From an optimization exercise on the open Yosys and OpenROAD flow, aimed at small area, a short achievable clock period and few clock cycles; shortcuts taken in it are not production practice. Only simulation tests tie the RTL to the original design; equivalence was not proved.

==> wip/delta <==
// qpsk_isb
module qpsk_isb (
    input  wire        clk,
    input  wire        rst,
    input  wire        cmd_valid,
    output wire        cmd_ready,
    input  wire [7:0]  cmd_op,
    input  wire [15:0] cmd_a0,
    input  wire [15:0] cmd_a1,
    output reg         rsp_valid,
    output reg         rsp_fault,
    output reg  [2:0]  rsp_cause,
    output reg  [15:0] rsp_r0,
    output reg  [15:0] rsp_r1
);
export LEC_CHECK = 0
export CAP_MARGIN = 20
export CORE_MARGIN = 2
export CORE_UTILIZATION = 40
export SLEW_MARGIN = 20
export SYNTH_MEMORY_MAX_BITS = 131072
create_clock -name core_clock -period 13.0 [get_ports {clk}]
standard.sh (not shown) runs the stock make flow with config.mk's settings and CLKGATE_MAP_FILE= SYNTH_SCRIPT=/design/flow/synth_recipe.tcl, a recipe that flattens the netlist after the stock synthesis.
==> flow/flow/run.sh <==
#!/bin/bash
# Layout: the standard flow (standard.sh, which runs ORFS from synthesis
# to the final layout at the design's clock period and constraints), with
# ORFS's timing repair (after floorplan, clock-tree synthesis and global
# routing) asked to leave a setup margin of 9.3 ns, and to work on every
# endpoint. The make output goes to standard_flow.log; ORFS keeps each
# step's log under orfs/logs/.
set -euo pipefail
bash standard.sh SETUP_SLACK_MARGIN=9.3 TNS_END_PERCENT=100 finish > standard_flow.log 2>&1
==> wip/garnet: changes against wip/delta <==
--- a/flow/design.v
+++ b/flow/design.v
@@ -1005,22 +1005,23 @@
     reg [15:0] c_a0;
     reg [15:0] c_a1;
     reg [7:0]  c_sh4;                    
     reg [8:0]  c_nsh;                    
     reg        rdy;                      
     assign cmd_ready = rdy;
     wire issue;
+    wire c_free = !c_valid || issue;
     always @(posedge clk) begin
         if (rst)
             c_valid <= 1'b0;
         else if (rdy)
             c_valid <= cmd_valid;
         else if (issue)
             c_valid <= 1'b0;
-        if (rdy) begin
+        if (c_free) begin
             c_nop    <= (cmd_op == OP_NOP);
             c_init   <= (cmd_op == OP_INIT);
             c_push   <= (cmd_op == OP_PUSH);
             c_interp <= (cmd_op == OP_INTERP);
             c_tok    <= (cmd_a0[7:0] >= 8'd8) && (cmd_a0[7:0] <= TMAX);
             c_a0     <= cmd_a0;
             c_a1     <= cmd_a1;
@@ -1225,27 +1226,39 @@
             wp <= ({1'b0, wp} == t_len - 5'd1) ? 4'd0 : wp + 4'd1;
         end
     end
     wire [3:0] p_s  = cu_ps;
     wire [3:0] p_b  = cu_pg;
     wire       by2  = (cu_t == 2'd0) && w2_v;
     wire       by3  = (cu_t != 2'd2) && w3_v;
+    function [15:0] sel16;
+        input [16*TMAX-1:0] dl;
+        input [3:0]  p;
+        reg   [15:0] oh;
+        integer      n;
+        begin
+            oh    = 16'd1 << p;
+            sel16 = 16'd0;
+            for (n = 0; n < TMAX; n = n + 1)
+                sel16 = sel16 | (dl[16*n +: 16] & {16{oh[n]}});
+        end
+    endfunction
     function [15:0] rd;
         input [16*TMAX-1:0] dl;
         input [3:0]  p;
         input        b2, b3;
         input [3:0]  p2, p3;
         input [15:0] d2, d3;
         begin
             if (b2 && p2 == p)
                 rd = d2;
             else if (b3 && p3 == p)
                 rd = d3;
             else
-                rd = dl[16*p +: 16];
+                rd = sel16(dl, p);
         end
     endfunction
     reg [15:0] ri_s, ri_b, rq_s, rq_b;
     reg [9:0]  r_ms;
     reg [14:0] r_mb;
     reg        r_ngs;
     reg        r_v, r_first, r_last;
CTS_CLUSTER_DIAMETER = 160   (was unset)
CTS_CLUSTER_SIZE = 24   (was unset)
==> summary.txt <==
Between wip/garnet and wip/delta, the lower hold slack is in wip/delta (gap 0.0074 ns). Between wip/delta and wip/garnet, the lower area after synthesis is in wip/garnet (gap 3.2%, measured against wip/garnet). In flip-flop and latch count, wip/delta and wip/garnet do not differ. In wip/garnet the first-iteration DRC count is higher than in wip/delta, by 26%. Non-clock buffer count: wip/delta is lower than wip/garnet (29). In wip/delta the setup slack is lower than in wip/garnet, by 0.21 ns.
==> figures <==
Result of the run: wip/garnet no timing/DRC/antenna violations; wip/delta no timing/DRC/antenna violations
Amount of wire on met2 after detailed routing: wip/garnet 112 mm; wip/delta 107 mm
Detailed placement HPWL: wip/garnet 160 mm; wip/delta 150 mm
Worst slack at placement: wip/garnet 8.65 ns; wip/delta 8.75 ns
Synthesized-area fraction occupied by ao, oa, aoi and oai cells: wip/garnet 16.9%; wip/delta 11.1%
Synth unique cells: wip/garnet 86; wip/delta 101
Layout non-clock buf frac: wip/garnet 2.92%; wip/delta 2.42%
Utilization of the core after routing: wip/garnet 43.5%; wip/delta 45.1%
Worst slew margin relative to its limit: wip/garnet 22.0%; wip/delta 20.7%
Count of filler cells inserted in the layout: wip/garnet 17300; wip/delta 17200
Average cell area after synthesis: wip/garnet 11.2 um^2; wip/delta 12.3 um^2
Overall global routing resource usage: wip/garnet 26.6%; wip/delta 24.2%
Die outline area: wip/garnet 0.189 mm^2; wip/delta 0.195 mm^2
Testbench counts of wip/delta, summed over its fixed seeds: cycles 8,138.
Testbench counts of wip/garnet, summed over its fixed seeds: cycles 8,138.

==> try-xenon <==
qpsk_isb, a different RTL version from the one above (not shown whole).
==> flow/design.v (excerpt) <==
module qpsk_isb (
    input  wire        clk,
    input  wire        rst,
    input  wire        cmd_valid,
    output wire        cmd_ready,
    input  wire [7:0]  cmd_op,
    input  wire [15:0] cmd_a0,
    input  wire [15:0] cmd_a1,
    output reg         rsp_valid,
    output reg         rsp_fault,
    output reg  [2:0]  rsp_cause,
    output reg  [15:0] rsp_r0,
    output reg  [15:0] rsp_r1
);
export LEC_CHECK = 0
export CAP_MARGIN = 20
export CORE_MARGIN = 2
export CORE_UTILIZATION = 40
export SLEW_MARGIN = 20
export SYNTH_MEMORY_MAX_BITS = 131072
create_clock -name core_clock -period 13.0 [get_ports {clk}]
run.sh (not shown) runs the stock make flow with config.mk's settings and CLKGATE_MAP_FILE= SYNTH_SCRIPT=/design/flow/synth_recipe.tcl, a recipe that flattens the netlist after the stock synthesis.
Stock flow here: none of the scripts above is used.
==> try-harbor (differences from try-xenon) <==
--- a/flow/design.v
+++ b/flow/design.v
@@ -1221,15 +1221,15 @@
     output reg         rsp_valid,
     output reg         rsp_fault,
     output reg  [2:0]  rsp_cause,
     output reg  [15:0] rsp_r0,
     output reg  [15:0] rsp_r1
 );
     localparam TMAX = 16;
-    localparam RLAT = 11;                
+    localparam RLAT = 12;                
     localparam OP_NOP    = 8'h00;
     localparam OP_INIT   = 8'h01;
     localparam OP_PUSH   = 8'h10;
     localparam OP_INTERP = 8'h15;
     localparam C_ILLEGAL_OP     = 3'd1;
     localparam C_NOT_CONFIGURED = 3'd2;
     localparam C_BAD_CONFIG     = 3'd3;
@@ -1457,47 +1457,63 @@
                 rd = d2;
             else if (b3 && p3 == p)
                 rd = d3;
             else
                 rd = dl[16*p +: 16];
         end
     endfunction
+    reg [15:0] ri_s, ri_b, rq_s, rq_b;
+    reg [9:0]  r_ms;
+    reg [14:0] r_mb;
+    reg        r_ngs;
+    reg        r_v, r_first, r_last;
     wire [1:0] qq = cu_flip ? ~cu_q : cu_q;
     wire [9:0]  ms;
     wire [14:0] mb;
     isb_taps u_taps (.jj(cu_jj), .qq(qq), .ms(ms), .mb(mb));
     wire ng_s = (cu_q == 2'd0) || (cu_q == 2'd3);
     wire [5:0] ds_one, ds_two, ds_neg;
     wire [7:0] db_one, db_two, db_neg;
-    isb_benc_s u_bs (.m(ms), .ng(ng_s),  .one(ds_one), .two(ds_two), .neg(ds_neg));
-    isb_benc_b u_bb (.m(mb), .ng(!ng_s), .one(db_one), .two(db_two), .neg(db_neg));
+    isb_benc_s u_bs (.m(r_ms), .ng(r_ngs),  .one(ds_one), .two(ds_two), .neg(ds_neg));
+    isb_benc_b u_bb (.m(r_mb), .ng(!r_ngs), .one(db_one), .two(db_two), .neg(db_neg));
     reg [15:0] xi_s, xi_b, xq_s, xq_b;
     reg [5:0]  s_one, s_two, s_neg;
     reg [7:0]  b_one, b_two, b_neg;
     reg        m_v, m_first, m_last, a_done;
     reg [30:0] as_i, ac_i, as_q, ac_q;
     wire [30:0] ns_i, nc_i, ns_q, nc_q;
     always @(posedge clk) begin
-        xi_s    <= rd(dli, p_s, by2, by3, w2_p, w3_p, w2_i, w3_i);
-        xi_b    <= rd(dli, p_b, by2, by3, w2_p, w3_p, w2_i, w3_i);
-        xq_s    <= rd(dlq, p_s, by2, by3, w2_p, w3_p, w2_q, w3_q);
-        xq_b    <= rd(dlq, p_b, by2, by3, w2_p, w3_p, w2_q, w3_q);
+        ri_s    <= rd(dli, p_s, by2, by3, w2_p, w3_p, w2_i, w3_i);
+        ri_b    <= rd(dli, p_b, by2, by3, w2_p, w3_p, w2_i, w3_i);
+        rq_s    <= rd(dlq, p_s, by2, by3, w2_p, w3_p, w2_q, w3_q);
+        rq_b    <= rd(dlq, p_b, by2, by3, w2_p, w3_p, w2_q, w3_q);
+        r_ms    <= ms;
+        r_mb    <= mb;
+        r_ngs   <= ng_s;
+        r_first <= (cu_r == 2'd0);
+        r_last  <= (cu_r == 2'd3);
+        xi_s    <= ri_s;
+        xi_b    <= ri_b;
+        xq_s    <= rq_s;
+        xq_b    <= rq_b;
         s_one   <= ds_one;
         s_two   <= ds_two;
         s_neg   <= ds_neg;
         b_one   <= db_one;
         b_two   <= db_two;
         b_neg   <= db_neg;
-        m_first <= (cu_r == 2'd0);
-        m_last  <= (cu_r == 2'd3);
+        m_first <= r_first;
+        m_last  <= r_last;
         if (rst) begin
+            r_v    <= 1'b0;
             m_v    <= 1'b0;
             a_done <= 1'b0;
         end else begin
-            m_v    <= cu_act;
+            r_v    <= cu_act;
+            m_v    <= r_v;
             a_done <= m_v && m_last;
         end
         as_i <= ns_i;
         ac_i <= nc_i;
         as_q <= ns_q;
         ac_q <= nc_q;
     end
==> qor summary <==
metric                                                               try-harbor   try-xenon
Clock Latency Late Sink                                                 0.83 ns     0.78 ns
Flip-flop and latch area                                             29700 um^2  27800 um^2
Transition time at the pin with the least slew margin                   1.18 ns     1.18 ns
Placed inst area                                                     77600 um^2  75300 um^2
Minimum clock period after layout                                       5.88 ns     6.01 ns
Adder-Cell Fraction of Synth Area                                         16.6%       16.9%
Share of final-layout standard cells stronger than drive strength 1       11.1%       10.9%
Area fraction in compound gates after synthesis                           12.7%       13.3%
Proportion of final cell area spent on non-clock buffers                  2.50%       2.41%
Drt via density                                                            5.88        5.94
CTS buffer count                                                            134         116
First-pass GRT wire length                                            365000 um   356000 um
Post-Synth XOR/XNOR Area                                                  6.98%       7.18%
Starting utilization of the core area                                     40.1%       40.3%
M2 GR Usage                                                               41.9%       41.6%
Required time of the worst setup path                                  13.54 ns    13.65 ns
All-Layer GR Usage                                                        26.0%       25.6%
Yosys top cell area share                                                 24.5%       25.2%
Max stage delay on crit path                                            0.70 ns     0.65 ns
Run status                                     no timing/DRC/antenna violations  no timing/DRC/antenna violations
Amount of wire on met3 after detailed routing                          22400 um    21400 um
Seq area share                                                            36.2%       35.0%
Synth Cell Area                                                      74200 um^2  72100 um^2
Clock sink total                                                           1182        1084
Testbench counts of try-xenon, summed over its fixed seeds: cycles 8,122.
Testbench counts of try-harbor, summed over its fixed seeds: cycles 8,130.

==> afterwards: timing with drivers on the ports <==
No port has a modelled driver above. Below, the same layouts with a new extraction and two added sets of constraints.
Step 1, drivers: a clkbuf_16 drives clk and a buf_2 each remaining input, both assumed.
Step 2 times the ports against the registers' clock, not the clock port: input delays grow and output delays shrink by t, the midpoint of the rising clock arrivals with the driver on.
Three values: no drivers, after step 1, after step 2; two values: the first two.
run | t, ns | slack for setup (ns) | worst setup path at the end
wip/delta | 0.865 | 8.957 / 8.877 / 8.751 | input to register
wip/garnet | 0.812 | 9.165 / 9.083 / 8.760 | input to register
try-xenon | 0.854 | 6.994 / 6.994 / 6.994 | register to register
try-harbor | 0.879 | 7.117 / 7.117 / 7.117 | register to register
After both steps every run listed still meets setup and hold. For wip/garnet, which loses most, drivers alone change the setup slack by -0.082 ns; drivers and shift together by -0.405 ns.
